Background: an optimization exercise with open tools, aiming at small area, a short achievable clock period and few clock cycles. Do not read the settings as production practice.
Function was checked by simulation only, so behaviour that the tests miss may differ from the original.
No activity file was given, so power comes from the tool's default toggle rates.

// sprite_atlas_decoder
module sprite_atlas_decoder (
    input  wire        clk,
    input  wire        rst_n,
    input  wire        cmd_valid,
    output wire        cmd_ready,
    input  wire [31:0] cmd_data,
    output wire        rsp_valid,
    input  wire        rsp_ready,
    output wire [31:0] rsp_data,
    output wire        fill_valid,
    input  wire        fill_ready,
    output wire [31:0] fill_x,
    output wire [31:0] fill_y,
    output wire [15:0] fill_w,
    output wire [15:0] fill_h,
    output wire [15:0] fill_c
);
For scale: ~7200 cells after synthesis, roughly 2700 flip-flops, roughly 180 I/O pins, roughly 0.099 sq mm of cells after synthesis.
==> flow/config.mk <==
export PLATFORM = sky130hd
export DESIGN_NAME = sprite_atlas_decoder
export DESIGN_NICKNAME = sprite_atlas_decoder
export VERILOG_FILES = /design/flow/design.v
export SDC_FILE = /design/flow/constraint.sdc
export NUM_CORES = 4
export LEC_CHECK = 0
export CAP_MARGIN = 20
export CORE_MARGIN = 2
export CORE_UTILIZATION = 50
export CTS_CLUSTER_DIAMETER = 80
export CTS_CLUSTER_SIZE = 25
export SLEW_MARGIN = 20
export TNS_END_PERCENT = 10
==> flow/constraint.sdc <==
create_clock -name core_clock -period 12.0 [get_ports {clk}]
set_input_delay 2.4000 -clock core_clock [delete_from_list [all_inputs] [get_ports {clk}]]
set_output_delay 2.4000 -clock core_clock [all_outputs]
set_load 0.01 [all_outputs]
standard.sh (not shown) runs the stock make flow with config.mk's settings and CLKGATE_MAP_FILE= SYNTH_SCRIPT=/design/flow/synth_recipe.tcl, a recipe that flattens the netlist after the stock synthesis.
==> flow/flow/run.sh <==
#!/bin/bash
set -euo pipefail
export SETUP_SLACK_MARGIN=8.5
bash standard.sh > standard_sh.log 2>&1
Testbench counts at the start, summed over its fixed seeds: cycles 19,116.
Then changed:
--- a/flow/design.v
+++ b/flow/design.v
@@ -159,31 +159,20 @@
             cw_v <= 1'b0;
         else
             cw_v <= cw_v_n;
         if (cmd_valid && rdy_r)
             cw <= cmd_data;
     end
-    wire [31:0] d = cmd_data;
-    reg is_pack, is_color, is_load, is_setovr, is_clrovr, is_draw, is_csrw, is_csrr;
-    reg csr_le2, csr_le6, w_hi0, w_zero;
-    always @(posedge clk) begin
-        if (cmd_valid && rdy_r) begin
-            is_pack   <= (d & 32'hF8F8F8FF) == 32'h00000001;
-            is_color  <= (d & 32'hFF0000FF) == 32'h00000002;
-            is_load   <=  d                 == 32'h00000003;
-            is_setovr <= (d & 32'hFF0000FF) == 32'h00000004;
-            is_clrovr <=  d                 == 32'h00000005;
-            is_draw   <= (d & 32'hFC0000FF) == 32'h00000006;
-            is_csrw   <= (d & 32'h000000FF) == 32'h00000007;
-            is_csrr   <= (d & 32'hFFFF00FF) == 32'h00000008;
-            csr_le2   <= d[15:8] <= 8'd2;
-            csr_le6   <= d[15:8] <= 8'd6;
-            w_hi0     <= d[31:2] == 30'd0;
-            w_zero    <= d == 32'd0;
-        end
-    end
+    wire is_pack   = (w & 32'hF8F8F8FF) == 32'h00000001;
+    wire is_color  = (w & 32'hFF0000FF) == 32'h00000002;
+    wire is_load   =  w                 == 32'h00000003;
+    wire is_setovr = (w & 32'hFF0000FF) == 32'h00000004;
+    wire is_clrovr =  w                 == 32'h00000005;
+    wire is_draw   = (w & 32'hFC0000FF) == 32'h00000006;
+    wire is_csrw   = (w & 32'h000000FF) == 32'h00000007;
+    wire is_csrr   = (w & 32'hFFFF00FF) == 32'h00000008;
     wire [7:0] csr_num = w[15:8];
     wire [15:0] pack_out;
     pack_color u_pack (.r(w[10:8]), .g(w[18:16]), .b(w[26:24]), .color(pack_out));
     wire [15:0] cmd_ct;
     palette_color_table_lut u_ct_cmd (.index(w[11:8]), .color(cmd_ct));
     wire [15:0] color_out = (w[23:12] == 12'd0) ? cmd_ct : 16'h0000;
@@ -318,13 +307,13 @@
             okn_n[nn] = (nn < grid_r) &&
                         ({1'b0, w[15:8]}  + {7'd0, cr[3:2]} <= {6'd0, bws}) &&
                         ({1'b0, w[23:16]} + {7'd0, cr[1:0]} <= {6'd0, bhs});
         end
     end
     wire [1:0] n2    = w[1:0];
-    wire       d_err = !w_hi0 || !okn[n2];
+    wire       d_err = (w[31:2] != 30'd0) || !okn[n2];
     wire [3:0] cr_n = colrow(n2);
     wire [1:0] d_rb = n2 - cr_n[3:2];
     wire [5:0] qa0  = {d_rb, 4'd0} + {3'd0, cr_n[3:2], 1'b0} + base - 6'd4;    
     reg [5:0] qa;
     reg [2:0] fq;                
     reg [4:0] fj;                
@@ -347,13 +336,13 @@
         case (st)
         E_IDLE: if (cmd_fire) begin
             if (is_load)      st_n = E_L1;
             else if (is_draw) st_n = E_D1;
         end
         E_L1:   if (cmd_fire) st_n = E_L2;
-        E_L2:   if (cmd_fire) st_n = w_zero ? E_LCHK : E_LW;
+        E_L2:   if (cmd_fire) st_n = (w == 32'd0) ? E_LCHK : E_LW;
         E_LW:   if (cmd_fire && ld_lastw) st_n = E_LCHK;
         E_LCHK: if (ld_fin) st_n = E_IDLE;
         E_D1:   if (cmd_fire) st_n = E_D2;
         E_D2:   if (cmd_fire) st_n = (d_err || d_empty) ? E_IDLE : E_DRUN;
         E_DRUN: if (d_fin) st_n = E_IDLE;
         default: st_n = E_IDLE;
@@ -454,24 +443,24 @@
         push_d   = {16'd0, ST_OK};
         if (idle_fire) begin
             push_rsp = !is_load && !is_draw;
             if (is_pack)       push_d = {pack_out, ST_OK};
             else if (is_color) push_d = {color_out, ST_OK};
             else if (is_setovr || is_clrovr) push_d = {16'd0, ST_OK};
-            else if (is_csrw)  push_d = {16'd0, csr_le2 ? ST_OK : ST_ILLEGAL};
+            else if (is_csrw)  push_d = {16'd0, (csr_num <= 8'd2) ? ST_OK : ST_ILLEGAL};
             else if (is_csrr) begin
-                case (csr_num[2:0])
-                3'd0: push_d = {zoom_r,  ST_OK};
-                3'd1: push_d = {dispw_r, ST_OK};
-                3'd2: push_d = {disph_r, ST_OK};
-                3'd3: push_d = {bw_r,    ST_OK};
-                3'd4: push_d = {bh_r,    ST_OK};
-                3'd5: push_d = {8'd0, 5'd0, status_r, ST_OK};
-                default: push_d = {ovr_mask, ST_OK};
+                case (csr_num)
+                8'd0: push_d = {zoom_r,  ST_OK};
+                8'd1: push_d = {dispw_r, ST_OK};
+                8'd2: push_d = {disph_r, ST_OK};
+                8'd3: push_d = {bw_r,    ST_OK};
+                8'd4: push_d = {bh_r,    ST_OK};
+                8'd5: push_d = {8'd0, 5'd0, status_r, ST_OK};
+                8'd6: push_d = {ovr_mask, ST_OK};
+                default: push_d = {16'd0, ST_ILLEGAL};
                 endcase
-                if (!csr_le6) push_d = {16'd0, ST_ILLEGAL};
             end else           push_d = {16'd0, ST_ILLEGAL};
         end else if ((st == E_D2) && cmd_fire) begin
             push_rsp = d_err || d_empty;
             push_d   = {16'd0, d_err ? ST_RANGE : ST_OK};
         end else if (ld_fin) begin
             push_rsp = 1'b1;
=>
- The changed run passed the timing, DRC and antenna checks
- combinational power shrinks by about 10%
- power came out lower by 1.5%
- die area shrinks by 0.67%
- sequential power barely changes
- fmax goes up by 0.86%
- core utilization hardly moves
- setup slack gets better by 0.034 ns
- area after synthesis is lower by 0.68%
- final area came out lower by 0.88%
- sequential share of layout area rose by 0.24 points
- register-to-register slack hardly moves
Testbench counts after the change, summed over its fixed seeds: cycles 19,116.

## port drivers added, routing unchanged
The results above use ideal ports. As a check the final layouts listed here were re-extracted and re-timed, cells and wires unchanged.
Step 1, drivers: a clkbuf_16 drives clk and a buf_2 each remaining input, both assumed.
Step 2 times the ports against the registers' clock, not the clock port: input delays grow and output delays shrink by t, the midpoint of the rising clock arrivals with the driver on.
Slacks: ideal / step 1 / step 2; pairs: ideal / step 1.
run | t (ns) | setup WS [ns] | hold WS [ns] | clock arrival spread, ns | worst register clock-pin slew, ns
the first run | 0.909 | 7.970 / 7.887 / 7.219 | 0.324 / 0.324 / 0.324 | 0.049 / 0.049 | 0.10 / 0.10
the second run | 0.893 | 8.004 / 7.928 / 7.405 | 0.347 / 0.347 / 0.347 | 0.057 / 0.057 | 0.10 / 0.10
After both steps setup and hold are still met in every run listed. For the first run, which loses most, drivers alone change the setup slack by -0.083 ns; drivers and shift together by -0.751 ns.
